What follows belongs to an exercise in optimizing a design on an open flow for small area, a short achievable clock period and few clock cycles; a production flow would make more cautious choices. RTL that was checked went through simulation tests only; none was proved equivalent to the original. The RTL of run 1 was laid out without a check of its function. Power is estimated from default activity; no workload was simulated.

## flow/flow/run.sh

```bash
#!/bin/bash
set -euo pipefail
export BUFFER_PORTS_ARGS="-buffer_cell sky130_fd_sc_hd__buf_1"
bash standard.sh > standard.log 2>&1
```

## flow/standard.sh

```bash
#!/bin/bash
# synth_recipe.tcl (not shown) runs the flow's synth.tcl, then flattens the netlist and writes it again
# the make line also repeats each setting of config.mk as NAME=value (left out here)
make -C /OpenROAD-flow-scripts/flow DESIGN_CONFIG=/design/flow/config.mk WORK_HOME=/design/flow/orfs CLKGATE_MAP_FILE= SYNTH_SCRIPT=/design/flow/synth_recipe.tcl "${@:-finish}"
```

## flow/config.mk

```make
export PLATFORM = sky130hd
export DESIGN_NAME = bdm_codec
export DESIGN_NICKNAME = bdm_codec
export VERILOG_FILES = /design/flow/design.v
export SDC_FILE = /design/flow/constraint.sdc
export NUM_CORES = 4
export LEC_CHECK = 0
export ABC_AREA = 1
export CAP_MARGIN = 20
export CORE_MARGIN = 2
export CORE_UTILIZATION = 40
export CTS_BUF_LIST = sky130_fd_sc_hd__clkbuf_16
export CTS_CLUSTER_DIAMETER = 80
export CTS_CLUSTER_SIZE = 20
export PLACE_DENSITY = 0.7
export SETUP_SLACK_MARGIN = 3.6
export SLEW_MARGIN = 20
```

## flow/constraint.sdc

```tcl
create_clock -name core_clock -period 6.0 [get_ports {clk}]
set_input_delay 1.2000 -clock core_clock [delete_from_list [all_inputs] [get_ports {clk}]]
set_output_delay 1.2000 -clock core_clock [all_outputs]
set_load 0.01 [all_outputs]
```

## flow/design.v

```verilog
module bdm_codec (
    input  wire         clk,
    input  wire         rst,
    input  wire         req_valid,
    output wire         req_ready,
    input  wire [7:0]   req,
    input  wire [7:0]   p0,
    input  wire [7:0]   p1,
    input  wire [39:0]  hdr,
    input  wire [8:0]   din_len,
    input  wire         din_valid,
    output wire         din_ready,
    input  wire [7:0]   din_data,
    output wire         dout_valid,
    input  wire         dout_ready,
    output wire [7:0]   dout_data,
    output wire         dout_last,
    output wire         done,
    output wire [3:0]   st,
    output wire [2:0]   cls,
    output wire [7:0]   rb,
    output wire         rf,
    output wire [7:0]   opc,
    output wire [7:0]   ctl,
    output wire [7:0]   len,
    output wire [191:0] fld,
    output wire [7:0]   fv
);
    localparam [3:0] ST_OK        = 4'h0,
                     ST_EMPTY     = 4'h1,
                     ST_TRUNC     = 4'h2,
                     ST_CHECKSUM  = 4'h3,
                     ST_LENGTH    = 4'h4,
                     ST_UNEXP_OPC = 4'h5,
                     ST_PAY_SHORT = 4'h6,
                     ST_TOO_LONG  = 4'h7,
                     ST_ILL_OP    = 4'h8,
                     ST_ILL_ENT   = 4'h9;
    reg         rr;          
    reg         dr;          
    reg         dv;          
    reg         dl;          
    reg  [7:0]  dd;          
    reg         dn;          
    reg         k_din;       
    reg         k_enc_hdr;   
    reg         k_enc_dat;   
    reg         k_enc_cs;    
    reg         k_build;     
    reg         skv;         
    reg         k_clr;       
    reg         k_csum;
    reg         k_verify;
    reg         k_frame;     
    reg         k_pget;      
    reg         k_ser;       
    reg         k_xsel;      
    reg  [3:0]  ent;
    reg  [8:0]  rem;         
    reg         lastf;       
    reg  [4:0]  c;           
    reg  [3:0]  cb;          
    reg  [7:0]  m;           
    reg  [7:0]  x;           
    reg  [7:0]  acc;
    reg         f_trunc;     
    reg         f_len;       
    reg         f_pshort;    
    reg         f_opc;       
    reg  [7:0]  r_ctl;
    reg  [7:0]  r_opc;
    reg  [7:0]  bn [0:2];
    reg  [7:0]  b [3:13];
    reg  [3:0]  st_q;
    reg         cs_bad;      
    reg  [2:0]  cls_q;
    reg         rf_q;
    reg  [7:0]  gfn;         
    wire [15:0] eh = 16'd1 << ent;           
    wire [7:0] e_grp = {eh[11], eh[10], eh[9], eh[8], eh[6], eh[4], eh[2], eh[0]};
    wire [7:0] e_wop = ({8{eh[0]}}  & 8'h19) | ({8{eh[1]}}  & 8'h18) |
                       ({8{eh[2]}}  & 8'hAD) | ({8{eh[3]}}  & 8'hAC) |
                       ({8{eh[4]}}  & 8'h45) | ({8{eh[5]}}  & 8'h44) |
                       ({8{eh[6]}}  & 8'h3B) | ({8{eh[7]}}  & 8'h3A) |
                       ({8{eh[8]}}  & 8'h33) | ({8{eh[9]}}  & 8'h2F) |
                       ({8{eh[10]}} & 8'h85) | ({8{eh[11]}} & 8'h15);
    wire [7:0] e_minl = eh[2] ? 8'd4 : eh[8] ? 8'd5 : eh[11] ? 8'd16 : 8'd3;
    wire e_get = (e_grp != 8'h00);
    wire e_src = (ent == 4'h3);
    wire [3:0] rop = req[3:0];
    wire [3:0] ren = req[7:4];
    wire rdy  = !(k_din || k_enc_hdr || k_enc_dat || k_enc_cs || k_build || k_clr || dv);
    wire take = req_valid && rdy;
    wire op_din   = (rop == 4'h1) || (rop == 4'h2) || (rop == 4'h3) ||
                    (rop == 4'h5) || (rop == 4'h7);
    wire ill_op   = (rop == 4'h0) || (rop > 4'h9);
    wire ill_ent  = ((rop == 4'h6) || (rop == 4'h7)) && (ren > 4'hB);
    wire too_long = (op_din && (din_len > 9'd261)) || ((rop == 4'h4) && (din_len > 9'd255));
    wire n_zero   = (din_len == 9'd0);
    wire frame_op = (rop == 4'h5) || (rop == 4'h7);
    wire r_get    = (ren == 4'h0) || (ren == 4'h2) || (ren == 4'h4) || (ren == 4'h6) ||
                    (ren == 4'h8) || (ren == 4'h9) || (ren == 4'hA) || (ren == 4'hB);
    reg [3:0] st_take;
    reg [2:0] cls_take;
    always @(*) begin
        if (ill_op)                              begin st_take = ST_ILL_OP;   cls_take = 3'd4; end
        else if (ill_ent)                        begin st_take = ST_ILL_ENT;  cls_take = 3'd4; end
        else if (too_long)                       begin st_take = ST_TOO_LONG; cls_take = 3'd4; end
        else if (frame_op && n_zero)             begin st_take = ST_EMPTY;    cls_take = 3'd1; end
        else                                     begin st_take = ST_OK;       cls_take = 3'd0; end
    end
    wire fail_take = ill_op || ill_ent || too_long;
    wire go_din    = op_din && !fail_take && !n_zero;
    wire go_enc    = (rop == 4'h4) && !too_long;
    wire go_build  = (rop == 4'h6) && !ill_ent;
    wire zero_len  = !(go_din || go_enc || go_build);
    wire [7:0] acc_fed = acc ^ p0;
    wire din_fire = din_valid && dr;
    wire adv      = !dv || dout_ready;               
    wire out_end  = dv && dout_ready && dl;          
    wire [4:0] c1 = (c == 5'd31) ? c : c + 5'd1;
    wire [3:0] cb1 = cb + 4'd1;
    reg  [7:0] bbyte;
    always @(*) begin
        case (cb)
            4'd1:    bbyte = 8'h01;
            4'd5:    bbyte = e_src ? 8'h07 : (e_get ? 8'h03 : 8'h04);
            4'd6:    bbyte = 8'h01;
            4'd7:    bbyte = e_wop;
            4'd8:    bbyte = e_get ? 8'h00 : r_ctl;
            4'd9:    bbyte = e_src ? r_opc : 8'h00;
            4'd10:   bbyte = e_src ? 8'h01 : 8'h00;
            default: bbyte = 8'h00;
        endcase
    end
    wire b_cs = (cb == (e_src ? 4'd13 : (e_get ? 4'd9 : 4'd10)));
    reg  [7:0] hbyte;
    always @(*) begin
        case (cb[1:0])
            2'd1:    hbyte = ~bn[0];
            2'd2:    hbyte = ~bn[1];
            2'd3:    hbyte = ~bn[2];
            default: hbyte = r_ctl;
        endcase
    end
    wire [7:0] x_cs = x ^ (dv ? dd : 8'h00);
    wire cs_ok  = (x == din_data);
    wire pre_ok = !f_trunc && !f_len && !f_opc && !f_pshort;
    wire [7:0] rem2 = rem[7:0] - 8'd2;
    wire fin_ok = pre_ok && cs_ok;
    reg [3:0] st_fin;
    reg [2:0] cls_fin;
    always @(*) begin
        if (f_trunc)          begin st_fin = ST_TRUNC;     cls_fin = 3'd1; end
        else if (cs_bad)      begin st_fin = ST_CHECKSUM;  cls_fin = 3'd2; end
        else if (f_len)       begin st_fin = ST_LENGTH;    cls_fin = 3'd1; end
        else if (f_opc)       begin st_fin = ST_UNEXP_OPC; cls_fin = 3'd3; end
        else if (f_pshort)    begin st_fin = ST_PAY_SHORT; cls_fin = 3'd3; end
        else                  begin st_fin = ST_OK;        cls_fin = 3'd0; end
    end
    wire din_end = k_din && din_fire && lastf;       
    wire fail_end = din_end && k_frame && !fin_ok;
    wire [7:0] bz   = din_data & {8{k_din}};
    wire       bclr = rdy || k_clr;
    always @(posedge clk) begin
        st_q   <= take ? st_take : k_clr ? st_fin : ST_OK;
        cls_q  <= take ? cls_take : k_clr ? cls_fin : 3'd0;
        cs_bad <= !cs_ok;
        rf_q  <= k_din && lastf && k_verify && cs_ok;
        gfn   <= ~((k_din && lastf && k_pget && fin_ok) ? e_grp : 8'h00);
    end
    wire skid_out = k_enc_dat && skv && adv;                 
    always @(posedge clk) begin
        if (rst) begin
            rr        <= 1'b1;
            dr        <= 1'b0;
            dv        <= 1'b0;
            dn        <= 1'b0;
            k_din     <= 1'b0;
            k_enc_hdr <= 1'b0;
            k_enc_dat <= 1'b0;
            k_enc_cs  <= 1'b0;
            k_build   <= 1'b0;
            skv       <= 1'b0;
            k_clr     <= 1'b0;
            acc       <= 8'h00;
        end else begin
            dn    <= 1'b0;
            k_clr <= fail_end;
            if (take) begin
                rr        <= zero_len;
                dn        <= zero_len;
                dr        <= go_din;
                k_din     <= go_din;
                k_enc_hdr <= go_enc;
                k_build   <= go_build;
                dv        <= go_enc || go_build;
                if (rop == 4'h8) acc <= 8'h00;
                if (rop == 4'h9) acc <= acc_fed;
            end
            if (din_end) begin
                dr    <= 1'b0;
                k_din <= 1'b0;
                if (!fail_end) begin
                    dn <= 1'b1;
                    rr <= 1'b1;
                end
            end
            if (k_clr) begin
                dn <= 1'b1;
                rr <= 1'b1;
            end
            if (k_enc_hdr && adv && cb == 4'd4) begin
                k_enc_hdr <= 1'b0;
                if (rem == 9'd0) begin
                    k_enc_cs <= 1'b1;
                end else begin
                    k_enc_dat <= 1'b1;
                    dr        <= 1'b1;
                end
            end
            if (k_enc_dat) begin
                if (din_fire) begin
                    if (adv) begin
                        dv <= 1'b1;
                    end else begin
                        skv <= 1'b1;
                        dr  <= 1'b0;
                    end
                    if (lastf) begin
                        dr <= 1'b0;
                        if (adv) begin
                            k_enc_dat <= 1'b0;
                            k_enc_cs  <= 1'b1;
                        end
                    end
                end else if (skv && adv) begin
                    dv  <= 1'b1;
                    skv <= 1'b0;
                    if (rem == 9'd0) begin
                        k_enc_dat <= 1'b0;
                        k_enc_cs  <= 1'b1;
                    end else begin
                        dr <= 1'b1;
                    end
                end else if (adv) begin
                    dv <= 1'b0;
                end
            end
            if (k_enc_cs && adv) begin
                dv       <= 1'b1;
                k_enc_cs <= 1'b0;
            end
            if (k_build && adv && b_cs)
                k_build <= 1'b0;
            if (out_end) begin
                dv <= 1'b0;
                dn <= 1'b1;
                rr <= 1'b1;
            end
        end
    end
    wire dd_rdy  = rdy;                                           
    wire dd_hdr  = k_enc_hdr && adv;                              
    wire dd_din  = k_enc_dat && !skv && adv;
    wire dd_skid = skid_out;                                      
    wire dd_cs   = (k_enc_cs || (k_build && b_cs)) && adv;        
    wire dd_bld  = k_build && !b_cs && adv;                       
    wire [7:0] dd_nx = ({8{dd_rdy}}  & ((rop == 4'h4) ? hdr[7:0] : 8'hA6)) |
                       ({8{dd_hdr}}  & hbyte) |
                       ({8{dd_din}}  & din_data) |
                       ({8{dd_skid}} & r_opc) |
                       ({8{dd_cs}}   & x_cs) |
                       ({8{dd_bld}}  & bbyte);
    always @(posedge clk)
        if (dd_rdy || dd_hdr || dd_din || dd_skid || dd_cs || dd_bld)
            dd <= dd_nx;
    integer i;
    always @(posedge clk) begin
        if (rdy) begin
            k_csum   <= (rop == 4'h2);
            k_verify <= (rop == 4'h3);
            k_frame  <= frame_op;
            k_pget   <= (rop == 4'h7) && r_get;
            k_ser    <= (rop == 4'h7) && (ren == 4'hB);
            k_xsel   <= (rop == 4'h1) || (rop == 4'h2);
            ent      <= ren;
            rem      <= din_len;
            lastf    <= (din_len == 9'd1);
            m        <= 8'h00;
            c        <= 5'd0;
            cb       <= 4'd1;
            dl       <= 1'b0;
            x        <= (rop == 4'h9) ? acc_fed : 8'h00;
            f_trunc  <= frame_op && (din_len < 9'd7);
            f_len    <= 1'b0;
            f_pshort <= 1'b0;
            f_opc    <= 1'b0;
            bn[0]    <= ~hdr[15:8];
            bn[1]    <= ~hdr[23:16];
            bn[2]    <= ~hdr[31:24];
            r_ctl    <= go_enc ? hdr[39:32] : go_build ? p0 : 8'h00;
            r_opc    <= go_build ? p1 : 8'h00;
        end
        for (i = 3; i < 14; i = i + 1)
            if (bclr || (k_din && k_ser && c == i + 7))
                b[i] <= bz;
        if (k_din && din_fire) begin
            c     <= c1;
            rem   <= rem - 9'd1;
            lastf <= (rem == 9'd2);
            if (!lastf)       x <= x ^ din_data;
            else if (!k_xsel) x <= 8'h00;
            else if (!k_csum) x <= x ^ din_data;
        end
        if (k_din) begin
            if (c == 5'd4) begin
                f_len    <= (din_data < 8'd2) || (din_data != rem2);
                f_pshort <= k_pget && (din_data < e_minl);
                if (k_frame) m <= din_data;
            end
            if (c == 5'd6) f_opc <= k_pget && (din_data != e_wop);
            if (c == 5'd5 && k_frame) r_ctl <= din_data;
            if (c == 5'd6 && k_frame) r_opc <= din_data;
            if (c == 5'd7) bn[0]  <= ~din_data;
            if (c == 5'd8) bn[1]  <= ~din_data;
            if (c == 5'd9) bn[2]  <= ~din_data;
        end
        if (k_enc_hdr && adv)
            cb <= cb1;
        if (k_enc_dat && din_fire) begin
            rem   <= rem - 9'd1;
            lastf <= (rem == 9'd2);
        end
        if (k_enc_dat && !skv && !adv) r_opc <= din_data;
        if (k_enc_cs && adv)
            dl <= 1'b1;
        if (k_build && adv) begin
            cb <= cb1;
            if (b_cs) dl <= 1'b1;
        end
        if ((k_enc_hdr || k_enc_dat || k_enc_cs || k_build || dl) && dv && dout_ready)
            x <= x_cs;
        if (k_clr) begin
            r_ctl <= 8'h00;
            r_opc <= 8'h00;
            m     <= 8'h00;
        end
        if (out_end) begin
            r_ctl <= 8'h00;
            r_opc <= 8'h00;
        end
    end
    assign req_ready  = rr;
    assign din_ready  = dr;
    assign dout_valid = dv;
    assign dout_data  = dd;
    assign dout_last  = dl;
    assign done       = dn;
    assign st         = st_q;
    assign cls        = cls_q;
    assign rb         = x;
    assign rf         = rf_q;
    assign opc        = r_opc;
    assign ctl        = r_ctl;
    assign len        = m;
    assign fv         = ~gfn;
    assign fld[  7:  0] = ~(bn[0] | {8{gfn[0]}});                
    assign fld[ 15:  8] = ~(bn[0] | {8{gfn[1]}});                
    assign fld[ 23: 16] = ~(bn[1] | {8{gfn[1]}});                
    assign fld[ 31: 24] = ~(bn[0] | {8{gfn[2]}});                
    assign fld[ 39: 32] = {6'd0, ~(bn[0][1:0] | {2{gfn[3]}})};   
    assign fld[ 47: 40] = ~(bn[0] | {8{gfn[4]}});                
    assign fld[ 55: 48] = ~(bn[1] | {8{gfn[4]}});                
    assign fld[ 63: 56] = ~(bn[2] | {8{gfn[4]}});                
    assign fld[ 71: 64] = ~(bn[0] | {8{gfn[5]}});                
    assign fld[ 79: 72] = ~(bn[0] | {8{gfn[6]}});                
    assign fld[ 87: 80] = ~(bn[0] | {8{gfn[7]}});                
    assign fld[ 95: 88] = ~(bn[1] | {8{gfn[7]}});                
    assign fld[103: 96] = ~(bn[2] | {8{gfn[7]}});                
    genvar g;
    generate
        for (g = 3; g < 14; g = g + 1) begin : g_ser
            assign fld[80 + 8*g +: 8] = b[g];                    
        end
    endgenerate
endmodule
```

==> results of run 1 <==
## final cells by class
| type | instances | area (sq um) | share of cell area [%] |
|---|---|---|---|
| Tap cell | 372 | 465.4 | 3.272 |
| Clock inverter | 11 | 68.82 | 0.4837 |
| Multi-Input combinational cell | 890 | 4912 | 34.53 |
| Clock buffer | 17 | 425.4 | 2.990 |
| Timing Repair Buffer | 369 | 1976 | 13.89 |
| Sequential cell | 222 | 5773 | 40.58 |
| Inverter | 156 | 605.6 | 4.257 |
## routing by layer
metal  wire (um)  vias up  share of wire (%)
met1       17800     5272                 41
met2       19450      711                 45
met3        4586      115                 11
met4        1751        2                4.0
li1            -     5105                  -
met5           7        -              0.016
## how the worst max path moves through the flow
stage                              start  slack, ns              end
after floorplan                   req[1]       3.61  dd[5]$_DFFE_PP_
after global placement       din_data[1]       2.79    dn$_SDFF_PP0_
after detailed placement     din_data[4]       2.75   gfn[5]$_DFF_P_
after CTS                 gfn[7]$_DFF_P_       3.52         fld[103]
after global routing      gfn[7]$_DFF_P_       3.43          fld[86]
final                     gfn[7]$_DFF_P_       3.41          fld[86]
## synthesized netlist by cell type (3+ instances only)
cell and n:
sky130_fd_sc_hd__clkinv_1 3, sky130_fd_sc_hd__buf_2 17, sky130_fd_sc_hd__a211oi_1 11, sky130_fd_sc_hd__a21oi_2 3, sky130_fd_sc_hd__nand2_2 3, sky130_fd_sc_hd__inv_1 146, sky130_fd_sc_hd__buf_4 11, sky130_fd_sc_hd__ha_1 18
sky130_fd_sc_hd__nand2_1 246, sky130_fd_sc_hd__nor4_1 3, sky130_fd_sc_hd__dfxtp_1 96, sky130_fd_sc_hd__o22ai_1 16, sky130_fd_sc_hd__a22oi_1 3, sky130_fd_sc_hd__xor2_1 26, sky130_fd_sc_hd__nand3_1 61, sky130_fd_sc_hd__a31oi_1 18
sky130_fd_sc_hd__o21ai_0 116, sky130_fd_sc_hd__o221ai_1 7, sky130_fd_sc_hd__nand4_1 5, sky130_fd_sc_hd__a21oi_1 80, sky130_fd_sc_hd__inv_2 7, sky130_fd_sc_hd__clkbuf_1 30, sky130_fd_sc_hd__edfxtp_1 126, sky130_fd_sc_hd__o31ai_1 3
sky130_fd_sc_hd__nor2_2 7, sky130_fd_sc_hd__o211ai_1 22, sky130_fd_sc_hd__or2_2 8, sky130_fd_sc_hd__xnor2_1 8, sky130_fd_sc_hd__nor2_1 175, sky130_fd_sc_hd__nor3_1 20
## cells by family (layout without fill, tap and decap cells)
group / after synthesis / in the layout
adder cells (fa/ha/maj): 18 / 18
AO/OA/AOI/OAI: 289 / 289
AND/OR/NAND/NOR: 541 / 543
XOR/XNOR: 34 / 34
buffers and inverters: 218 / 553
flip-flops: 222 / 222
other: 1 / 6
## state kept, by name, indices dropped and copies added (netlist names), 3 cells and up
| register | cells |
|---|---|
| acc | 8 |
| b | 88 |
| bn | 24 |
| c | 5 |
| cb | 4 |
| cls_q | 3 |
| dd | 8 |
| ent | 4 |
| gfn | 8 |
| m | 8 |
| r_ctl | 8 |
| r_opc | 8 |
| rem | 9 |
| st_q | 4 |
| x | 8 |
## power groups by stage
stage / clock (mW) / combinational, mW / sequential [mW]
after floorplan: 0 / 0.288 / 1.89
final: 1.10 / 0.555 / 1.89
after global placement: 0 / 0.500 / 1.90
after global routing: 1.15 / 0.608 / 1.90
after detailed placement: 0 / 0.505 / 1.91
after CTS: 1.10 / 0.519 / 1.88
## repair_timing
item / 4_1_cts / 5_1_grt
gates cloned: 4 / 2
pin swaps: 6 / 4
gates resized for setup: 149 / 144
setup endpoints to repair: 202 / 258
buffers inserted: 9 / 15
## critical path, delay by kind of cell, from the launching register on
family / cells / cell delay (ns)
buffers and inverters: 2 / 0.35
flip-flops: 1 / 0.41
AND/OR/NAND/NOR: 1 / 0.13
## stage by stage
step | utilization, % | power, mW
final | 52.49 | 3.542
after global routing | 52.49 | 3.659
after CTS | 50.17 | 3.499
after detailed placement | 46.44 | 2.410
after global placement | 46.44 | 2.403
after floorplan | - | 2.181
==> results.py, run 1 <==
metrics = {
    "run_status": {
        "run_status": "finished clean",
    },
    "global_route": {
        "grtUsageMet1_pct": 39.06,
        "globalRouteMet3Util_pct": 5.140,
        "maximum_number_of_pins_on_one_net_before_global_route_repair": 58,
        "globalRouteOverflowTotal": 0,
        "global_route.usage.met2_pct": 44.01,
        "first_pass_grt_wire_length_um": 61380,
        "via_count_of_the_first_global_routing_pass": 10040,
        "top_usage_layer": "met2",
        "grt_antenna_before_repair": 1,
        "grt_util_all_layers_pct": 28.21,
    },
    "critical_path": {
        "path_cells": "clkbuf_16, nor2_1, buf_2",
        "startpoint_type": "flip-flop",
        "critPathMaxFanout": 6,
        "endpoint_kind": "output pin",
        "timing.reg2reg.setup_slack_ns": 3.74,
        "critical_path_arrival_ns": 1.39,
        "crit_path_max_incr_delay_ns": 0.41,
        "critical_path.slowest_cell": "sky130_fd_sc_hd__dfxtp_4",
        "worstReg2RegStart": "k_enc_dat$_SDFF_PP0_",
        "timing.setup.critical_path_class": "flip-flop to output pin",
        "r2r-end": "dd[6]$_DFFE_PP_",
        "worstRegToRegCells": 8,
        "worst-endpoint-required_ns": 4.80,
    },
    "synthesis": {
        "yosys_register_bits": 222,
        "synth.largest_area_cell": "sky130_fd_sc_hd__edfxtp_1",
        "async_reset_ff_share_pct": 0,
        "synth-simple-area-share_pct": 20.66,
        "synth_cell_types": 51,
        "number_of_enable_flip_flop_cells_after_synthesis": 126,
        "postSynthCellCount": 1323,
        "synth_compound_area_share_pct": 15.00,
        "synth_adder_area_share_pct": 2.033,
        "seq_area_frac_synth_pct": 51.49,
        "synth.top_cells.by_area": "sky130_fd_sc_hd__edfxtp_1 (34%), sky130_fd_sc_hd__dfxtp_1 (17%), sky130_fd_sc_hd__nand2_1 (8.3%)",
        "syn_area_sq_um": 11080,
        "ys_warn_count": 3,
        "synthesis.area_per_instance_sq_um": 8.375,
        "synth_mux_area_share_pct": 0,
        "yosys.area.top_type_share_pct": 34.15,
        "synth_top_family_by_area": "simple AND/OR/NAND/NOR gates",
        "yosys.area_share.xor_xnor_pct": 2.687,
        "synth_top_flop_cell": "sky130_fd_sc_hd__edfxtp_1",
    },
    "power_and_ir_drop": {
        "power_switching_share_pct": 30.74,
        "comb_power_share_pct": 15.7,
        "seq_power_share_pct": 53.3,
        "power_per_cell_area_nw_per_um2": 248.9,
        "total_leakage_power_nw": 5.905,
        "netSwitchingPower_mw": 1.089,
        "max-vdd-ir-drop_v": 0.0002460,
        "intPower_mw": 2.453,
        "clock_power_share_pct": 31.0,
    },
    "drt": {
        "postRouteWirelength_um": 43600,
        "final_antenna_net_count": 0,
        "vias": 11210,
        "routed_via_density": 5.501,
        "drt_iter0_markers": 1185,
        "detail_route.drc_violations": 0,
        "firstDrtPassIters": 5,
        "routed_length_per_instance_um": 21.40,
    },
    "timing": {
        "skew_ns": 0.03368,
        "setup_violations": 0,
        "min_period_over_period_pct": 43.24,
        "post-route-worst-setup-slack_ns": 3.406,
        "slew_headroom_pct": 24.26,
        "final.setup.tns_ns": 0,
        "rsz0062_at_grt": "yes",
        "finalHoldViolCount": 0,
        "fin_worst_hold_slack_ns": 0.4781,
        "max_slew.worst_pin.slew_ns": 1.124,
        "slew_viol_final": 0,
        "post-route-min-period_ns": 2.594,
        "max_clock_freq_ghz": 0.3855,
    },
    "min_path": {
        "hold_path_class": "flip-flop to flip-flop",
        "hold_start": "acc[7]$_SDFFE_PP0P_",
        "sink_of_the_worst_hold_path": "acc[7]$_SDFFE_PP0P_",
        "min_delay_path_depth": 2,
    },
    "place": {
        "dp_hpwl_um": 30960,
        "routabilityCongestion": 0.9598,
        "postPlaceCellArea_sq_um": 12590,
        "place.port_buffers": 332,
        "detailedPlace.worstSlack_ns": 2.750,
        "dp_cells": 1979,
    },
    "clock_tree": {
        "max-clock-path-buffers": 3,
        "cts-root-buf": "sky130_fd_sc_hd__clkbuf_16",
        "insertion_delay_ns": 0.51,
        "cts-buffers-inserted": 16,
        "cts.sinks": 222,
        "cts_max_level": 1,
        "holdBufCountCts": 0,
        "clock_transition_at_the_register_clock_pins_on_the_worst_setup_and_hold_paths_after_cts_ns": 0.09,
        "cts_tree": "built",
    },
    "die": {
        "die_h_um": 170.4,
        "coreArea_sq_um": 27100,
        "initial_core_util_pct": 40.89,
        "io-pin-count": 339,
        "die_x_um": 170.4,
        "std_cell_rows": 60,
        "die_area_sq_um": 29050,
    },
    "finish": {
        "synthToLayoutAreaGrowth_pct": 28.39,
        "final_common_cell": "sky130_fd_sc_hd__buf_1",
        "stdcell_area_sq_um": 14230,
        "layout.nets": 1759,
        "filler_cell_count": 2497,
        "drive_gt1_share_pct": 16.94,
        "final_instance_count_without_filler_cells": 2037,
        "layout_common_cells": "sky130_fd_sc_hd__buf_1 (246), sky130_fd_sc_hd__nand2_1 (243), sky130_fd_sc_hd__inv_1 (144)",
        "antenna_cells_inserted": 0,
    },
    "flow_run": {
        "maxCapViolCount": 0,
    },
}
==> run 2: changes to the inputs <==
--- a/flow/design.v
+++ b/flow/design.v
@@ -163,8 +163,8 @@
     wire [7:0] bz   = din_data & {8{k_din}};
     wire       bclr = rdy || k_clr;
     always @(posedge clk) begin
-        st_q   <= take ? st_take : k_clr ? st_fin : ST_OK;
-        cls_q  <= take ? cls_take : k_clr ? cls_fin : 3'd0;
+        st_q   <= rdy ? st_take : k_clr ? st_fin : ST_OK;
+        cls_q  <= rdy ? cls_take : k_clr ? cls_fin : 3'd0;
         cs_bad <= !cs_ok;
         rf_q  <= k_din && lastf && k_verify && cs_ok;
         gfn   <= ~((k_din && lastf && k_pget && fin_ok) ? e_grp : 8'h00);
@@ -266,7 +266,7 @@
     wire dd_skid = skid_out;                                      
     wire dd_cs   = (k_enc_cs || (k_build && b_cs)) && adv;        
     wire dd_bld  = k_build && !b_cs && adv;                       
-    wire [7:0] dd_nx = ({8{dd_rdy}}  & ((rop == 4'h4) ? hdr[7:0] : 8'hA6)) |
+    wire [7:0] dd_nx = ({8{dd_rdy}}  & (rop[1] ? 8'hA6 : hdr[7:0])) |
                        ({8{dd_hdr}}  & hbyte) |
                        ({8{dd_din}}  & din_data) |
                        ({8{dd_skid}} & r_opc) |
--- a/flow/config.mk
+++ b/flow/config.mk
@@ -9,9 +9,9 @@
 export CAP_MARGIN = 20
 export CORE_MARGIN = 2
 export CORE_UTILIZATION = 40
-export CTS_BUF_LIST = sky130_fd_sc_hd__clkbuf_16
+export CTS_BUF_LIST = sky130_fd_sc_hd__clkbuf_8 sky130_fd_sc_hd__clkbuf_16
 export CTS_CLUSTER_DIAMETER = 80
 export CTS_CLUSTER_SIZE = 20
 export PLACE_DENSITY = 0.7
-export SETUP_SLACK_MARGIN = 3.6
+export SETUP_SLACK_MARGIN = 3.5
 export SLEW_MARGIN = 20
==> run 2 against run 1 <==
Sequential share of layout area up 2.4 points. Cell area down 6.2%. Critical path depth down 1. Still clean on timing, DRC and antenna. Final cell count down 0.44%. Clock power down 6%. Largest cell class unchanged.
==> results.py, run 2 <==
metrics = {
    "run_status": {
        "run_status": "finished clean",
    },
    "die": {
        "die_h_um": 171.2,
        "std_cell_rows": 61,
        "die_area_sq_um": 29320,
        "coreArea_sq_um": 27630,
        "die_x_um": 171.2,
        "initial_core_util_pct": 40.49,
        "io-pin-count": 339,
    },
    "timing": {
        "slew_viol_final": 0,
        "slew_headroom_pct": 45.30,
        "min_period_over_period_pct": 40.88,
        "post-route-min-period_ns": 2.453,
        "final.setup.tns_ns": 0,
        "fin_worst_hold_slack_ns": 0.4710,
        "max_slew.worst_pin.slew_ns": 0.8150,
        "max_clock_freq_ghz": 0.4077,
        "setup_violations": 0,
        "finalHoldViolCount": 0,
        "post-route-worst-setup-slack_ns": 3.547,
        "skew_ns": 0.03063,
        "rsz0062_at_grt": "yes",
    },
    "clock_tree": {
        "clock_transition_at_the_register_clock_pins_on_the_worst_setup_and_hold_paths_after_cts_ns": 0.10,
        "cts_max_level": 1,
        "cts-buffers-inserted": 15,
        "max-clock-path-buffers": 3,
        "cts.sinks": 222,
        "cts_tree": "built",
        "cts-root-buf": "sky130_fd_sc_hd__clkbuf_16",
        "insertion_delay_ns": 0.50,
    },
    "finish": {
        "layout_common_cells": "sky130_fd_sc_hd__buf_1 (323), sky130_fd_sc_hd__nand2_1 (226), sky130_fd_sc_hd__nor2_1 (176)",
        "layout.nets": 1743,
        "drive_gt1_share_pct": 6.735,
        "sequential_cell_area_sq_um": 5733,
        "final_common_cell": "sky130_fd_sc_hd__buf_1",
        "synthToLayoutAreaGrowth_pct": 19.27,
        "top_regs": "b (88), bn (24), rem (9)",
        "largest_register_ff_count": 88,
        "registers.top_by_ff_count": "b",
        "stdcell_area_sq_um": 13340,
        "filler_cell_count": 2680,
        "multi_input_comb_area_sq_um": 4657,
    },
    "synthesis": {
        "ys_warn_count": 3,
        "synthTopCellsByCount": "sky130_fd_sc_hd__nand2_1 (226), sky130_fd_sc_hd__nor2_1 (181), sky130_fd_sc_hd__inv_1 (159)",
        "synthesis.area_per_instance_sq_um": 8.373,
        "synth_cell_types": 61,
        "yosys_register_bits": 222,
        "synth.largest_area_cell": "sky130_fd_sc_hd__edfxtp_1",
        "yosys.area.top_type_share_pct": 33.83,
        "async_reset_ff_share_pct": 0,
        "number_of_enable_flip_flop_cells_after_synthesis": 126,
        "synth.top_cells.by_area": "sky130_fd_sc_hd__edfxtp_1 (34%), sky130_fd_sc_hd__dfxtp_1 (17%), sky130_fd_sc_hd__nand2_1 (7.6%)",
        "synth.most_common_cell": "sky130_fd_sc_hd__nand2_1",
        "seq_area_frac_synth_pct": 51.01,
        "synth_top_flop_cell": "sky130_fd_sc_hd__edfxtp_1",
        "syn_area_sq_um": 11190,
        "postSynthCellCount": 1336,
    },
    "power_and_ir_drop": {
        "power_switching_share_pct": 29.90,
        "clock_power_share_pct": 29.8,
        "power_per_cell_area_nw_per_um2": 257.7,
        "max-vdd-ir-drop_v": 0.0001416,
        "power_mw": 3.438,
        "intPower_mw": 2.410,
        "comb_power_share_pct": 15.7,
        "seq_power_share_pct": 54.5,
        "total_leakage_power_nw": 5.378,
        "netSwitchingPower_mw": 1.028,
    },
    "drt": {
        "detail_route.drc_violations": 0,
        "vias": 10700,
        "routed_length_per_instance_um": 18.80,
        "firstDrtPassIters": 5,
        "drt_iter0_markers": 1193,
        "postRouteWirelength_um": 38120,
        "final_antenna_net_count": 0,
        "routed_via_density": 5.276,
    },
    "critical_path": {
        "timing.setup.critical_path_class": "flip-flop to output pin",
        "worst-endpoint-required_ns": 4.80,
        "crit_path_max_incr_delay_ns": 0.41,
        "endpoint_kind": "output pin",
        "critical_path.slowest_cell": "sky130_fd_sc_hd__dfxtp_2",
        "critPathMaxFanout": 10,
        "critical_path_arrival_ns": 1.25,
        "startpoint_type": "flip-flop",
        "path_cells": "nor2_1, buf_1",
    },
    "min_path": {
        "hold_path_class": "flip-flop to flip-flop",
    },
    "place": {
        "postPlaceCellArea_sq_um": 12720,
        "dp_hpwl_um": 28510,
        "detailedPlace.worstSlack_ns": 2.791,
        "routabilityCongestion": 0.9807,
        "place.port_buffers": 332,
    },
    "global_route": {
        "globalRouteOverflowTotal": 0,
        "via_count_of_the_first_global_routing_pass": 9286,
        "maximum_number_of_pins_on_one_net_before_global_route_repair": 73,
        "grt_antenna_before_repair": 2,
        "first_pass_grt_wire_length_um": 54170,
        "grt_util_all_layers_pct": 24.35,
    },
    "flow_run": {
        "maxCapViolCount": 0,
    },
}
==> run 2: critical path: cells and delay by family (launching register included) <==
family / cells / cell delay, ns
flip-flops: 1 / 0.41
buffers and inverters: 1 / 0.17
AND/OR/NAND/NOR: 1 / 0.16
==> run 2: layout make-up <==
| cell class | instances | share of cell area, % |
|---|---|---|
| clock inverters | 10 | 0.3751 |
| diodes | 2 | 0.03751 |
| inverters | 171 | 4.839 |
| clock buffers | 16 | 3.001 |
| flip-flops and latches | 222 | 42.97 |
| well taps | 378 | 3.545 |
| repair buffers | 344 | 10.33 |
| multi-input cells | 885 | 34.91 |
==> run 2: metal layers <==
metal	wire (um)	vias to the layer above	share of wire, %	global-route usage (%)
met1	15590	4924	41	32.84
met5	0	-	0	0
li1	-	5072	-	-
met3	3550	81	9.3	3.037
met4	1097	0	2.9	8.180
met2	17880	622	47	40.64
==> run 2: timing repair <==
item,CTS,global route
pin swaps,0,1
buffers inserted,0,2
hold buffers,0,0
gates resized for setup,28,30
setup endpoints to repair,194,134
==> run 2: cells by family after synthesis <==
family	Yosys count	synth area share, %
AND/OR/NAND/NOR	539	20.79
XOR/XNOR	36	2.819
flip-flops	222	51.01
buffers and inverters	234	8.389
adder cells (fa/ha/maj)	18	2.013
AO/OA/AOI/OAI	286	14.94
other	1	0.03352
==> run 2: worst paths after layout <==
kind | start | to | slack, ns | cells after the start
hold / removal | acc[3]$_SDFFE_PP0P_ | acc[3]$_SDFFE_PP0P_ | 0.47 | 2
setup / recovery | bn[0][1]$_DFF_P_ | fld[81] | 3.55 | 2
hold reg to reg | acc[3]$_SDFFE_PP0P_ | acc[3]$_SDFFE_PP0P_ | 0.47 | 2
setup reg to reg | k_clr$_SDFF_PP0_ | dr$_SDFF_PP0_ | 3.64 | 11
==> run 2: stage by stage <==
step | utilization, % | instances
6_report | 48.29 | 2028
5_1_grt | 48.29 | 2028
4_1_cts | 47.90 | 2024
3_5_place_dp | 46.05 | 1998
3_3_place_gp | 46.01 | 1998
2_1_floorplan | - | 1341
==> run 2: power by group through the flow <==
stage / clock network (mW) / registers [mW] / logic (mW)
after CTS: 1.04 / 1.87 / 0.525
after global placement: 0 / 1.90 / 0.512
after global routing: 1.09 / 1.89 / 0.595
final: 1.03 / 1.87 / 0.539
after detailed placement: 0 / 1.90 / 0.520
after floorplan: 0 / 1.89 / 0.301
Testbench counts of run 2, summed over its fixed seeds: cycles 26,864.
==> run 3: changes to the inputs <==
--- a/flow/config.mk
+++ b/flow/config.mk
@@ -8,8 +8,8 @@
 export ABC_AREA = 1
 export CAP_MARGIN = 20
 export CORE_MARGIN = 2
-export CORE_UTILIZATION = 40
-export CTS_BUF_LIST = sky130_fd_sc_hd__clkbuf_8 sky130_fd_sc_hd__clkbuf_16
+export CORE_UTILIZATION = 45
+export CTS_BUF_LIST = sky130_fd_sc_hd__clkbuf_16
 export CTS_CLUSTER_DIAMETER = 80
 export CTS_CLUSTER_SIZE = 20
 export PLACE_DENSITY = 0.7
==> run 3 against run 2 <==
Global-route usage is 3.6 points higher. Non-clock buffer count decreased by 5. Die area down 11%. Register-to-register slack is essentially flat. Flip-flop and latch count unchanged. Critical endpoint is now fld[63]. Largest power group unchanged. Highest routed layer unchanged.
==> results.py, run 3 <==
metrics = {
    "run_status": {
        "run_status": "finished clean",
    },
    "synthesis": {
        "seq_area_frac_synth_pct": 51.01,
        "yosys_register_bits": 222,
        "synth_adder_area_share_pct": 2.013,
        "synth_cell_types": 61,
        "async_reset_ff_share_pct": 0,
        "ys_warn_count": 3,
        "synthTopCellsByCount": "sky130_fd_sc_hd__nand2_1 (226), sky130_fd_sc_hd__nor2_1 (181), sky130_fd_sc_hd__inv_1 (159)",
        "syn_area_sq_um": 11190,
        "synth_mux_area_share_pct": 0,
        "synth.top_cells.by_area": "sky130_fd_sc_hd__edfxtp_1 (34%), sky130_fd_sc_hd__dfxtp_1 (17%), sky130_fd_sc_hd__nand2_1 (7.6%)",
        "synth.largest_area_cell": "sky130_fd_sc_hd__edfxtp_1",
        "synth_top_family_by_area": "simple AND/OR/NAND/NOR gates",
        "synthesis.area_per_instance_sq_um": 8.373,
        "yosys.area_share.xor_xnor_pct": 2.819,
        "synth_top_flop_cell": "sky130_fd_sc_hd__edfxtp_1",
        "synth-simple-area-share_pct": 20.79,
        "postSynthCellCount": 1336,
        "synth.most_common_cell": "sky130_fd_sc_hd__nand2_1",
        "synth_compound_area_share_pct": 14.94,
        "number_of_enable_flip_flop_cells_after_synthesis": 126,
        "yosys.area.top_type_share_pct": 33.83,
    },
    "timing": {
        "skew_ns": 0.01975,
        "post-route-min-period_ns": 2.456,
        "rsz0062_at_grt": "yes",
        "max_clock_freq_ghz": 0.4071,
        "setup_violations": 0,
        "finalHoldViolCount": 0,
        "slew_viol_final": 0,
        "min_period_over_period_pct": 40.94,
        "max_slew.worst_pin.slew_ns": 1.123,
        "final.setup.tns_ns": 0,
        "slew_headroom_pct": 24.29,
        "post-route-worst-setup-slack_ns": 3.544,
    },
    "critical_path": {
        "critical_path_arrival_ns": 1.26,
        "worst-endpoint-required_ns": 4.80,
        "worstReg2RegStart": "cb[0]$_DFFE_PP_",
        "timing.setup.critical_path_class": "flip-flop to output pin",
        "critPathMaxFanout": 25,
        "crit_path_start": "gfn[4]$_DFF_P_",
        "endpoint_kind": "output pin",
        "startpoint_type": "flip-flop",
    },
    "drt": {
        "routed_via_density": 5.471,
        "firstDrtPassIters": 6,
        "vias": 10790,
        "drt_iter0_markers": 1029,
        "detail_route.drc_violations": 0,
        "postRouteWirelength_um": 38620,
        "routed_length_per_instance_um": 19.58,
        "final_antenna_net_count": 0,
    },
    "die": {
        "io-pin-count": 339,
        "die_area_sq_um": 26130,
        "std_cell_rows": 57,
        "die_x_um": 161.7,
        "coreArea_sq_um": 24390,
        "initial_core_util_pct": 45.86,
        "die_h_um": 161.7,
    },
    "clock_tree": {
        "cts-buffers-inserted": 15,
        "cts_tree": "built",
        "max-clock-path-buffers": 3,
        "clock_transition_at_the_register_clock_pins_on_the_worst_setup_and_hold_paths_after_cts_ns": 0.09,
        "cts_max_level": 1,
        "cts.sinks": 222,
        "cts-root-buf": "sky130_fd_sc_hd__clkbuf_16",
        "insertion_delay_ns": 0.49,
    },
    "power_and_ir_drop": {
        "intPower_mw": 2.382,
        "power_per_cell_area_nw_per_um2": 257.4,
        "total_leakage_power_nw": 5.382,
        "power_switching_share_pct": 30.01,
        "clock_power_share_pct": 29.2,
        "comb_power_share_pct": 15.9,
        "seq_power_share_pct": 54.9,
        "netSwitchingPower_mw": 1.022,
        "max-vdd-ir-drop_v": 0.0001455,
    },
    "global_route": {
        "globalRouteOverflowTotal": 0,
        "first_pass_grt_wire_length_um": 56110,
        "via_count_of_the_first_global_routing_pass": 9652,
        "grt_antenna_before_repair": 1,
        "maximum_number_of_pins_on_one_net_before_global_route_repair": 47,
        "grt_util_all_layers_pct": 27.91,
    },
    "place": {
        "detailedPlace.worstSlack_ns": 2.732,
        "place.port_buffers": 332,
        "dp_hpwl_um": 28510,
        "routabilityCongestion": 0.9983,
    },
    "finish": {
        "layout.nets": 1741,
        "filler_cell_count": 2343,
        "registers.top_by_ff_count": "b",
        "multi_input_comb_area_sq_um": 4668,
        "synthToLayoutAreaGrowth_pct": 18.26,
        "sequential_cell_area_sq_um": 5733,
        "drive_gt1_share_pct": 6.440,
        "final_common_cell": "sky130_fd_sc_hd__buf_1",
        "layout_common_cells": "sky130_fd_sc_hd__buf_1 (322), sky130_fd_sc_hd__nand2_1 (226), sky130_fd_sc_hd__nor2_1 (178)",
        "largest_register_ff_count": 88,
        "top_regs": "b (88), bn (24), rem (9)",
    },
    "min_path": {
        "hold_path_class": "flip-flop to flip-flop",
        "hold_start": "acc[7]$_SDFFE_PP0P_",
    },
    "flow_run": {
        "maxCapViolCount": 0,
    },
}
==> run 3: cell count changes in the layout (fill, tap and decap cells not counted), sizes merged <==
cell           previous run  this run
clkbuf                   20        17
buf                     338       336
clkdlybuf4s15             0         1
clkdlybuf4s18             2         0
clkinv                    4         5
nand3b                    3         6
==> run 3: worst max-delay path, cell delays in order (launching register included) <==
cell and delay, ns:
sky130_fd_sc_hd__dfxtp_4 0.53, sky130_fd_sc_hd__nor2_1 0.09, sky130_fd_sc_hd__buf_1 0.13
==> run 3: layer usage <==
layer	track usage, %	up-vias	part of all wire [%]	wire length (um)
met5	0	-	0	0
met4	9.372	0	3.3	1281
met3	3.218	91	8.1	3135
met2	46.54	622	47	18040
met1	38.12	5006	42	16160
li1	-	5069	-	-
==> run 3: through the flow <==
stage	hold WS [ns]	total power, mW	std cells	utilization (%)	instance area (sq um)
3_5_place_dp	0.4620	2.418	1939	51.69	12610
3_3_place_gp	0.4537	2.411	1939	51.69	12610
6_report	0.4708	3.404	1972	54.23	13230
4_1_cts	0.4747	3.399	1967	53.78	13120
5_1_grt	0.4999	3.531	1971	54.22	13230
2_1_floorplan	0.4419	2.196	1341	-	11210
==> run 3: timing repair <==
action / in CTS / in global routing
cloned: 2 / 1
pin swaps: 0 / 2
resized for setup: 29 / 25
setup buffers: 0 / 2
setup endpoints to repair: 198 / 176
hold buffers: 0 / 0
==> run 3: kinds of logic after synthesis <==
group           count (synthesis)
buf+inv                       234
flops                         222
simple gates                  539
fa+ha+maj                      18
compound gates                286
other cells                     1
xor+xnor                       36
==> run 3: final cells by class <==
class                      instances  area share, %
antenna                            2        0.03784
clock buffer                      15          2.838
clock inverter                    11         0.4635
inverter                         171          4.881
multi-input combinational        888          35.29
sequential                       222          43.34
tap                              324          3.065
timing repair buffer             339          10.08
==> run 3: power groups by stage <==
stage	Combinational, mW	Sequential, mW	Clock, mW
6_report	0.541	1.87	0.993
5_1_grt	0.590	1.88	1.06
4_1_cts	0.525	1.87	1.01
3_5_place_dp	0.515	1.90	0
3_3_place_gp	0.510	1.90	0
2_1_floorplan	0.301	1.89	0
==> run 3: path summary, 6_finish.rpt <==
| path | end | slack (ns) | cells past startpoint |
|---|---|---|---|
| max | fld[63] | 3.54 | 2 |
| min | acc[7]$_SDFFE_PP0P_ | 0.47 | 2 |
| max reg2reg | dd[6]$_DFFE_PP_ | 3.65 | 8 |
| min reg2reg | acc[7]$_SDFFE_PP0P_ | 0.47 | 2 |
==> run 4: changes to the inputs <==
--- a/flow/config.mk
+++ b/flow/config.mk
@@ -12,6 +12,6 @@
 export CTS_BUF_LIST = sky130_fd_sc_hd__clkbuf_16
 export CTS_CLUSTER_DIAMETER = 80
 export CTS_CLUSTER_SIZE = 20
-export PLACE_DENSITY = 0.7
+export PLACE_DENSITY = 0.8
 export SETUP_SLACK_MARGIN = 3.5
 export SLEW_MARGIN = 20
==> run 4 against run 3 <==
Die area did not move. Via count barely moved. Clock skew rose by 0.0052 ns. Maximum frequency fell by 0.20%. Core utilization rose by 0.32 points. First-iteration DRC count rose by 28%. Highest routed layer unchanged.
==> results.py, run 4 <==
metrics = {
    "critical_path": {
        "critical_path_arrival_ns": 1.26,
        "startpoint_type": "flip-flop",
        "timing.setup.critical_path_class": "flip-flop to output pin",
        "endpoint_kind": "output pin",
        "critPathMaxFanout": 25,
        "worstReg2RegStart": "cb[0]$_DFFE_PP_",
        "worst-endpoint-required_ns": 4.80,
        "crit_path_start": "gfn[4]$_DFF_P_",
    },
    "finish": {
        "layout_common_cells": "sky130_fd_sc_hd__buf_1 (323), sky130_fd_sc_hd__nand2_1 (226), sky130_fd_sc_hd__nor2_1 (177)",
        "registers.top_by_ff_count": "b",
        "layout.nets": 1751,
        "stdcell_area_sq_um": 13310,
        "synthToLayoutAreaGrowth_pct": 18.96,
        "final_core_util_pct": 54.56,
        "final_instance_count_without_filler_cells": 1982,
        "filler_cell_count": 2262,
        "largest_register_ff_count": 88,
        "final_common_cell": "sky130_fd_sc_hd__buf_1",
        "drive_gt1_share_pct": 7.005,
        "top_regs": "b (88), bn (24), rem (9)",
    },
    "power_and_ir_drop": {
        "max-vdd-ir-drop_v": 0.0001443,
        "power_per_cell_area_nw_per_um2": 256.4,
        "total_leakage_power_nw": 5.425,
        "power_mw": 3.412,
    },
    "synthesis": {
        "synth_top_flop_cell": "sky130_fd_sc_hd__edfxtp_1",
        "ys_warn_count": 3,
        "synthesis.area_per_instance_sq_um": 8.373,
        "synth.top_cells.by_area": "sky130_fd_sc_hd__edfxtp_1 (34%), sky130_fd_sc_hd__dfxtp_1 (17%), sky130_fd_sc_hd__nand2_1 (7.6%)",
        "syn_area_sq_um": 11190,
        "postSynthCellCount": 1336,
        "synthTopCellsByCount": "sky130_fd_sc_hd__nand2_1 (226), sky130_fd_sc_hd__nor2_1 (181), sky130_fd_sc_hd__inv_1 (159)",
        "async_reset_ff_share_pct": 0,
        "yosys.area.top_type_share_pct": 33.83,
        "yosys_register_bits": 222,
        "synth.largest_area_cell": "sky130_fd_sc_hd__edfxtp_1",
        "synth.most_common_cell": "sky130_fd_sc_hd__nand2_1",
        "number_of_enable_flip_flop_cells_after_synthesis": 126,
        "seq_area_frac_synth_pct": 51.01,
        "synth_cell_types": 61,
    },
    "drt": {
        "firstDrtPassIters": 6,
        "vias": 10800,
        "drt_iter0_markers": 1314,
        "final_antenna_net_count": 0,
        "routed_length_per_instance_um": 19.41,
        "detail_route.drc_violations": 0,
        "routed_via_density": 5.447,
        "postRouteWirelength_um": 38480,
    },
    "die": {
        "std_cell_rows": 57,
        "io-pin-count": 339,
        "die_area_sq_um": 26130,
        "initial_core_util_pct": 45.86,
        "die_x_um": 161.7,
        "coreArea_sq_um": 24390,
        "die_h_um": 161.7,
    },
    "run_status": {
        "run_status": "finished clean",
    },
    "clock_tree": {
        "cts_max_level": 1,
        "cts-root-buf": "sky130_fd_sc_hd__clkbuf_16",
        "cts-buffers-inserted": 15,
        "insertion_delay_ns": 0.49,
        "clock_transition_at_the_register_clock_pins_on_the_worst_setup_and_hold_paths_after_cts_ns": 0.09,
        "max-clock-path-buffers": 3,
        "cts.sinks": 222,
        "cts_tree": "built",
    },
    "global_route": {
        "maximum_number_of_pins_on_one_net_before_global_route_repair": 47,
        "via_count_of_the_first_global_routing_pass": 9646,
        "grt_util_all_layers_pct": 27.89,
        "first_pass_grt_wire_length_um": 56080,
        "grt_antenna_before_repair": 2,
        "globalRouteOverflowTotal": 0,
    },
    "timing": {
        "skew_ns": 0.02492,
        "max_slew.worst_pin.slew_ns": 0.9970,
        "fin_worst_hold_slack_ns": 0.4784,
        "setup_violations": 0,
        "slew_viol_final": 0,
        "min_period_over_period_pct": 41.02,
        "final.setup.tns_ns": 0,
        "rsz0062_at_grt": "yes",
        "finalHoldViolCount": 0,
        "max_clock_freq_ghz": 0.4063,
        "post-route-min-period_ns": 2.461,
        "post-route-worst-setup-slack_ns": 3.539,
        "slew_headroom_pct": 32.81,
    },
    "flow_run": {
        "maxCapViolCount": 0,
    },
    "place": {
        "detailedPlace.worstSlack_ns": 2.723,
        "postPlaceCellArea_sq_um": 12640,
        "dp_hpwl_um": 28090,
        "dp_cells": 1943,
        "routabilityCongestion": 0.9571,
        "place.port_buffers": 332,
    },
    "min_path": {
        "hold_path_class": "flip-flop to flip-flop",
        "hold_start": "acc[1]$_SDFFE_PP0P_",
    },
}
run 4: cell counts after synthesis:
No cell type changed its count.
run 4: worst paths after layout:
path | end | slack, ns | cells past startpoint
max reg2reg | dd[3]$_DFFE_PP_ | 3.59 | 8
min reg2reg | acc[1]$_SDFFE_PP0P_ | 0.48 | 2
max | fld[60] | 3.54 | 2
min | acc[1]$_SDFFE_PP0P_ | 0.48 | 2
run 4: critical path: stages (launching register included):
cell and delay [ns]:
sky130_fd_sc_hd__dfxtp_4 0.53, sky130_fd_sc_hd__nor2_1 0.09, sky130_fd_sc_hd__buf_1 0.13
run 4: cells by family (layout without fill, tap and decap cells):
| group | Yosys count | count (layout) | share of synthesized area (%) |
|---|---|---|---|
| flops | 222 | 222 | 51.01 |
| buf+inv | 234 | 546 | 8.389 |
| compound gates | 286 | 286 | 14.94 |
| simple gates | 539 | 542 | 20.79 |
| other cells | 1 | 8 | 0.03352 |
| fa+ha+maj | 18 | 18 | 2.013 |
| xor+xnor | 36 | 36 | 2.819 |
run 4: timing repair:
item                                    CTS  global route
setup buffers                             0             8
gates resized for setup                  31            22
pin swaps                                 0             1
cloned                                    2             1
endpoints found under the setup margin  174           121
hold buffers                              0             0
run 4: cell type report:
type | count | area (sq um) | share of cell area (%)
well taps | 324 | 405.4 | 3.047
repair buffers | 349 | 1401 | 10.53
flip-flops and latches | 222 | 5733 | 43.08
clock buffers | 15 | 375.4 | 2.821
inverters | 171 | 641.9 | 4.824
clock inverters | 11 | 60.06 | 0.4513
diodes | 2 | 5.005 | 0.03761
multi-input cells | 888 | 4684 | 35.20
run 4: power by group:
group	internal (mW)	leakage [nW]	switching, mW
clock network	0.467	0.243	0.528
logic	0.169	2.96	0.380
registers	1.75	2.22	0.116
total	2.39	5.43	1.02
run 4: routing by layer:
metal  routed length, um  GRT usage [%]  up-vias
met1               16040          38.88     5016
met4                1088          9.131        0
li1                    -              -     5080
met3                3411          3.498       70
met5                   0              0        -
met2               17940          45.47      629
==> run 5: changes to the inputs <==
--- a/flow/config.mk
+++ b/flow/config.mk
@@ -8,10 +8,10 @@
 export ABC_AREA = 1
 export CAP_MARGIN = 20
 export CORE_MARGIN = 2
-export CORE_UTILIZATION = 45
+export CORE_UTILIZATION = 40
 export CTS_BUF_LIST = sky130_fd_sc_hd__clkbuf_16
 export CTS_CLUSTER_DIAMETER = 80
 export CTS_CLUSTER_SIZE = 20
-export PLACE_DENSITY = 0.8
+export PLACE_DENSITY = 0.7
 export SETUP_SLACK_MARGIN = 3.5
 export SLEW_MARGIN = 20
==> run 5 against run 4 <==
Setup slack gained 0.0085 ns. Synthesized area is the same. Critical path depth is the same.
==> results.py, run 5 <==
metrics = {
    "synthesis": {
        "synth.top_cells.by_area": "sky130_fd_sc_hd__edfxtp_1 (34%), sky130_fd_sc_hd__dfxtp_1 (17%), sky130_fd_sc_hd__nand2_1 (7.6%)",
        "synth_top_family_by_area": "simple AND/OR/NAND/NOR gates",
        "synthesis.area_per_instance_sq_um": 8.373,
        "async_reset_ff_share_pct": 0,
        "synth_mux_area_share_pct": 0,
        "synth_top_flop_cell": "sky130_fd_sc_hd__edfxtp_1",
        "synth_cell_types": 61,
        "yosys.area.top_type_share_pct": 33.83,
        "synthTopCellsByCount": "sky130_fd_sc_hd__nand2_1 (226), sky130_fd_sc_hd__nor2_1 (181), sky130_fd_sc_hd__inv_1 (159)",
        "yosys_register_bits": 222,
        "postSynthCellCount": 1336,
        "yosys.area_share.xor_xnor_pct": 2.819,
        "ys_warn_count": 3,
        "synth_compound_area_share_pct": 14.94,
        "syn_area_sq_um": 11190,
        "synth-simple-area-share_pct": 20.79,
        "synth.largest_area_cell": "sky130_fd_sc_hd__edfxtp_1",
        "synth.most_common_cell": "sky130_fd_sc_hd__nand2_1",
        "synth_adder_area_share_pct": 2.013,
        "seq_area_frac_synth_pct": 51.01,
        "number_of_enable_flip_flop_cells_after_synthesis": 126,
    },
    "finish": {
        "largest_register_ff_count": 88,
        "top_regs": "b (88), bn (24), rem (9)",
        "filler_cell_count": 2680,
        "layout_common_cells": "sky130_fd_sc_hd__buf_1 (323), sky130_fd_sc_hd__nand2_1 (226), sky130_fd_sc_hd__nor2_1 (176)",
        "sequential_cell_area_sq_um": 5733,
        "registers.top_by_ff_count": "b",
        "final_common_cell": "sky130_fd_sc_hd__buf_1",
        "multi_input_comb_area_sq_um": 4657,
        "layout.nets": 1743,
        "synthToLayoutAreaGrowth_pct": 19.27,
        "drive_gt1_share_pct": 6.735,
    },
    "timing": {
        "slew_viol_final": 0,
        "min_period_over_period_pct": 40.88,
        "final.setup.tns_ns": 0,
        "max_clock_freq_ghz": 0.4077,
        "slew_headroom_pct": 45.30,
        "rsz0062_at_grt": "yes",
        "post-route-min-period_ns": 2.453,
        "max_slew.worst_pin.slew_ns": 0.8150,
        "setup_violations": 0,
        "post-route-worst-setup-slack_ns": 3.547,
        "skew_ns": 0.03063,
        "finalHoldViolCount": 0,
    },
    "drt": {
        "routed.top_layer": "met4",
        "routed_length_per_instance_um": 18.80,
        "vias": 10700,
        "routed_via_density": 5.276,
        "route.met3.wl_um": 3550,
        "drt_iter0_markers": 1193,
        "final_antenna_net_count": 0,
        "detail_route.drc_violations": 0,
        "route.met2.wl_um": 17880,
        "postRouteWirelength_um": 38120,
        "m1_wire_length_um": 15590,
        "firstDrtPassIters": 5,
    },
    "critical_path": {
        "crit_path_max_incr_delay_ns": 0.41,
        "timing.reg2reg.setup_slack_ns": 3.64,
        "timing.setup.critical_path_class": "flip-flop to output pin",
        "worst-endpoint-required_ns": 4.80,
        "critical_path.slowest_cell": "sky130_fd_sc_hd__dfxtp_2",
        "path_cells": "nor2_1, buf_1",
        "endpoint_kind": "output pin",
        "critical_path_arrival_ns": 1.25,
        "crit_path_start": "bn[0][1]$_DFF_P_",
        "startpoint_type": "flip-flop",
        "r2r-end": "dr$_SDFF_PP0_",
        "worstSetupEndpoint": "fld[81]",
        "critPathMaxFanout": 10,
        "worstRegToRegCells": 11,
        "worstReg2RegStart": "k_clr$_SDFF_PP0_",
    },
    "power_and_ir_drop": {
        "power_switching_share_pct": 29.90,
        "total_leakage_power_nw": 5.378,
        "intPower_mw": 2.410,
        "max-vdd-ir-drop_v": 0.0001416,
        "power_per_cell_area_nw_per_um2": 257.7,
        "netSwitchingPower_mw": 1.028,
        "comb_power_share_pct": 15.7,
        "seq_power_share_pct": 54.5,
        "clock_power_share_pct": 29.8,
    },
    "clock_tree": {
        "holdBufCountCts": 0,
        "cts_tree": "built",
        "cts-root-buf": "sky130_fd_sc_hd__clkbuf_16",
        "insertion_delay_ns": 0.50,
        "cts.sinks": 222,
        "max-clock-path-buffers": 3,
        "cts-buffers-inserted": 15,
        "clock_transition_at_the_register_clock_pins_on_the_worst_setup_and_hold_paths_after_cts_ns": 0.10,
        "cts_max_level": 1,
    },
    "global_route": {
        "grt_antenna_before_repair": 2,
        "grt_util_all_layers_pct": 24.35,
        "first_pass_grt_wire_length_um": 54170,
        "maximum_number_of_pins_on_one_net_before_global_route_repair": 73,
        "globalRouteOverflowTotal": 0,
        "via_count_of_the_first_global_routing_pass": 9286,
    },
    "place": {
        "place.port_buffers": 332,
        "detailedPlace.worstSlack_ns": 2.791,
        "dp_hpwl_um": 28510,
        "routabilityCongestion": 0.9807,
    },
    "die": {
        "die_area_sq_um": 29320,
        "die_x_um": 171.2,
        "coreArea_sq_um": 27630,
        "std_cell_rows": 61,
        "initial_core_util_pct": 40.49,
        "die_h_um": 171.2,
        "io-pin-count": 339,
    },
    "min_path": {
        "hold_path_class": "flip-flop to flip-flop",
    },
    "run_status": {
        "run_status": "finished clean",
    },
    "flow_run": {
        "maxCapViolCount": 0,
    },
}
## run 5: changes by cell type in the layout (fill, tap and decap cells not counted), sizes merged
cell and change:
buf -9, clkbuf +3, inv -3, nand3b -3
clkdlybuf4s18 +2, clkinv +1, clkinvlp +1
## run 5: cell families (layout without fill, tap and decap cells)
group,Yosys count,after routing
AO/OA/AOI/OAI,286,286
XOR/XNOR,36,36
adder cells (fa/ha/maj),18,18
buffers and inverters,234,541
flip-flops,222,222
other,1,8
AND/OR/NAND/NOR,539,539
## run 5: power groups by stage
stage	Sequential (mW)	Combinational (mW)	Clock [mW]
floorplan	1.89	0.301	0
global placement	1.90	0.512	0
detailed placement	1.90	0.520	0
CTS	1.87	0.525	1.04
global route	1.89	0.595	1.09
finish	1.87	0.539	1.03
## run 5: how the worst min path moves through the flow
stage                                   start                   to  depth (start not counted)  slack, ns
after detailed placement  acc[3]$_SDFFE_PP0P_  acc[3]$_SDFFE_PP0P_                          2       0.46
after floorplan           acc[2]$_SDFFE_PP0P_  acc[2]$_SDFFE_PP0P_                          2       0.44
after global routing      acc[5]$_SDFFE_PP0P_  acc[5]$_SDFFE_PP0P_                          2       0.49
after CTS                 acc[2]$_SDFFE_PP0P_  acc[2]$_SDFFE_PP0P_                          2       0.47
after global placement    acc[2]$_SDFFE_PP0P_  acc[2]$_SDFFE_PP0P_                          2       0.45
final                     acc[3]$_SDFFE_PP0P_  acc[3]$_SDFFE_PP0P_                          2       0.47
## run 5: stage by stage
step / total power [mW] / instances / hold WS, ns / cell area, sq um / utilization (%)
after global routing: 3.572 / 2028 / 0.4900 / 13340 / 48.29
final: 3.438 / 2028 / 0.4710 / 13340 / 48.29
after global placement: 2.415 / 1998 / 0.4525 / 12710 / 46.01
after CTS: 3.433 / 2024 / 0.4743 / 13230 / 47.90
after detailed placement: 2.424 / 1998 / 0.4611 / 12720 / 46.05
after floorplan: 2.196 / 1341 / 0.4419 / 11210 / -
## run 5: layer usage
metal	vias to the layer above	GRT usage (%)
met4	0	8.180
met1	4924	32.84
met3	81	3.037
met5	-	0
li1	5072	-
met2	622	40.64
## run 5: cell type report
type                       instances  share of cell area, %
antenna                            2                0.03751
timing repair buffer             344                  10.33
multi-input combinational        885                  34.91
tap                              378                  3.545
clock buffer                      16                  3.001
clock inverter                    10                 0.3751
inverter                         171                  4.839
sequential                       222                  42.97
## run 5: timing repair
action	4_1_cts	5_1_grt
pin swaps	0	1
endpoints found under the setup margin	194	134
setup buffers	0	2
gates resized for setup	28	30
## run 5: worst max-delay path, delay by kind of cell (launching register included)
| family | cells | cell delay (ns) |
|---|---|---|
| flops | 1 | 0.41 |
| buf+inv | 1 | 0.17 |
| simple gates | 1 | 0.16 |
==> run 6: changes to the inputs <==
--- a/flow/config.mk
+++ b/flow/config.mk
@@ -12,6 +12,6 @@
 export CTS_BUF_LIST = sky130_fd_sc_hd__clkbuf_16
 export CTS_CLUSTER_DIAMETER = 80
 export CTS_CLUSTER_SIZE = 20
-export PLACE_DENSITY = 0.7
-export SETUP_SLACK_MARGIN = 3.5
+export PLACE_DENSITY = 0.75
+export SETUP_SLACK_MARGIN = 3.45
 export SLEW_MARGIN = 20
==> run 6 against run 5 <==
Still clean on timing, DRC and antenna. Clock power about the same. Clock skew decreased by 0.0061 ns. Core utilization is 0.14 points higher. Count of clock-buffer cells in the layout stayed put. Critical endpoint is now fld[21].
==> results.py, run 6 <==
metrics = {
    "critical_path": {
        "startpoint_type": "flip-flop",
        "timing.setup.critical_path_class": "flip-flop to output pin",
        "endpoint_kind": "output pin",
        "crit_path_start": "gfn[1]$_DFF_P_",
        "critical_path_arrival_ns": 1.29,
        "worstReg2RegStart": "k_din$_SDFFE_PP0P_",
        "worst-endpoint-required_ns": 4.80,
        "critPathMaxFanout": 17,
    },
    "run_status": {
        "run_status": "finished clean",
    },
    "synthesis": {
        "synth.largest_area_cell": "sky130_fd_sc_hd__edfxtp_1",
        "synthTopCellsByCount": "sky130_fd_sc_hd__nand2_1 (226), sky130_fd_sc_hd__nor2_1 (181), sky130_fd_sc_hd__inv_1 (159)",
        "async_reset_ff_share_pct": 0,
        "syn_area_sq_um": 11190,
        "seq_area_frac_synth_pct": 51.01,
        "synth_top_flop_cell": "sky130_fd_sc_hd__edfxtp_1",
        "number_of_enable_flip_flop_cells_after_synthesis": 126,
        "synth_cell_types": 61,
        "yosys_register_bits": 222,
        "synth.most_common_cell": "sky130_fd_sc_hd__nand2_1",
    },
    "clock_tree": {
        "cts-root-buf": "sky130_fd_sc_hd__clkbuf_16",
        "clock_transition_at_the_register_clock_pins_on_the_worst_setup_and_hold_paths_after_cts_ns": 0.09,
        "cts.sinks": 222,
        "holdBufCountCts": 0,
        "insertion_delay_ns": 0.51,
        "max-clock-path-buffers": 3,
        "cts-buffers-inserted": 15,
    },
    "power_and_ir_drop": {
        "total_leakage_power_nw": 5.412,
        "power_per_cell_area_nw_per_um2": 259.7,
        "max-vdd-ir-drop_v": 0.0001748,
    },
    "die": {
        "die_area_sq_um": 29320,
        "die_h_um": 171.2,
        "std_cell_rows": 61,
        "coreArea_sq_um": 27630,
        "initial_core_util_pct": 40.49,
        "die_x_um": 171.2,
        "io-pin-count": 339,
    },
    "drt": {
        "routed_length_per_instance_um": 19.63,
        "routed_via_density": 5.387,
        "firstDrtPassIters": 6,
        "detail_route.drc_violations": 0,
        "route.met2.wl_um": 18610,
        "m1_wire_length_um": 16340,
        "route.met3.wl_um": 3644,
        "postRouteWirelength_um": 39850,
        "routed.top_layer": "met5",
    },
    "timing": {
        "max_slew.worst_pin.slew_ns": 0.7665,
        "skew_ns": 0.02456,
        "rsz0062_at_grt": "no",
        "min_period_over_period_pct": 41.43,
        "setup_violations": 0,
        "slew_headroom_pct": 48.73,
        "finalHoldViolCount": 0,
        "slew_viol_final": 0,
        "max_clock_freq_ghz": 0.4023,
        "fin_worst_hold_slack_ns": 0.4729,
        "post-route-min-period_ns": 2.486,
        "post-route-worst-setup-slack_ns": 3.514,
    },
    "global_route": {
        "via_count_of_the_first_global_routing_pass": 9610,
        "grt_util_all_layers_pct": 25.47,
        "maximum_number_of_pins_on_one_net_before_global_route_repair": 47,
        "grt_antenna_before_repair": 4,
    },
    "flow_run": {
        "maxCapViolCount": 0,
    },
    "place": {
        "detailedPlace.worstSlack_ns": 2.689,
        "dp_hpwl_um": 29370,
        "routabilityCongestion": 0.9634,
    },
    "finish": {
        "filler_cell_count": 2674,
        "final_common_cell": "sky130_fd_sc_hd__buf_1",
        "drive_gt1_share_pct": 6.481,
        "layout_common_cells": "sky130_fd_sc_hd__buf_1 (326), sky130_fd_sc_hd__nand2_1 (226), sky130_fd_sc_hd__nor2_1 (176)",
        "registers.top_by_ff_count": "b",
    },
    "min_path": {
        "hold_start": "acc[6]$_SDFFE_PP0P_",
    },
}
[run 6: cells by family after synthesis]
| kind of cell | Yosys count | share of synthesized area (%) |
|---|---|---|
| xor+xnor | 36 | 2.819 |
| flops | 222 | 51.01 |
| fa+ha+maj | 18 | 2.013 |
| compound gates | 286 | 14.94 |
| buf+inv | 234 | 8.389 |
| simple gates | 539 | 20.79 |
| other cells | 1 | 0.03352 |
[run 6: metal layers]
| metal | GRT usage [%] | up-vias |
|---|---|---|
| met2 | 42.55 | 673 |
| met3 | 4.050 | 97 |
| met5 | 0 | - |
| met4 | 8.696 | 6 |
| li1 | - | 5084 |
| met1 | 33.69 | 5075 |
[run 6: repair_timing]
item | in CTS | in global routing
resized for setup | 21 | 17
setup buffers | 0 | 4
cloned | 2 | 1
pin swaps | 0 | 1
setup endpoints to repair | 159 | 157
[run 6: cell type report]
class,count,area [sq um],share of cell area (%)
sequential,222,5725,42.79
multi-input combinational,888,4677,34.96
timing repair buffer,347,1395,10.43
inverter,171,641.9,4.798
tap,378,473.0,3.535
clock buffer,16,400.4,2.993
clock inverter,7,63.81,0.4769
antenna,1,2.502,0.01870
[run 6: critical path, stage by stage (launching register included)]
cell and delay [ns]:
sky130_fd_sc_hd__dfxtp_2 0.54, sky130_fd_sc_hd__nor2_1 0.10, sky130_fd_sc_hd__buf_1 0.14
[run 6: stage by stage]
step / total power [mW] / cells / cell area [sq um]
floorplan: 2.196 / 1341 / 11200
global placement: 2.417 / 1999 / 12720
detailed placement: 2.426 / 1999 / 12720
CTS: 3.466 / 2024 / 13250
global route: 3.604 / 2030 / 13380
finish: 3.475 / 2030 / 13380
[run 6: worst paths after layout]
check | end | slack [ns] | cells past startpoint
max | fld[21] | 3.51 | 2
max reg2reg | acc[4]$_SDFFE_PP0P_ | 3.57 | 7
min reg2reg | acc[6]$_SDFFE_PP0P_ | 0.47 | 2
min | acc[6]$_SDFFE_PP0P_ | 0.47 | 2
[run 6: power by group]
| group | leakage [nW] | internal (mW) | total (mW) | switching (mW) |
|---|---|---|---|---|
| clock network | 0.240 | 0.529 | 1.05 | 0.524 |
| logic | 2.95 | 0.170 | 0.552 | 0.382 |
| registers | 2.22 | 1.75 | 1.87 | 0.118 |
| total | 5.41 | 2.45 | 3.48 | 1.02 |

Setup slack of run 6, layout unchanged: 3.514 ns with ideal ports, 3.466 ns with driving cells assumed (clock clkbuf_16, inputs buf_2), 3.030 ns with port delays also shifted by the 0.544 ns mid clock arrival.
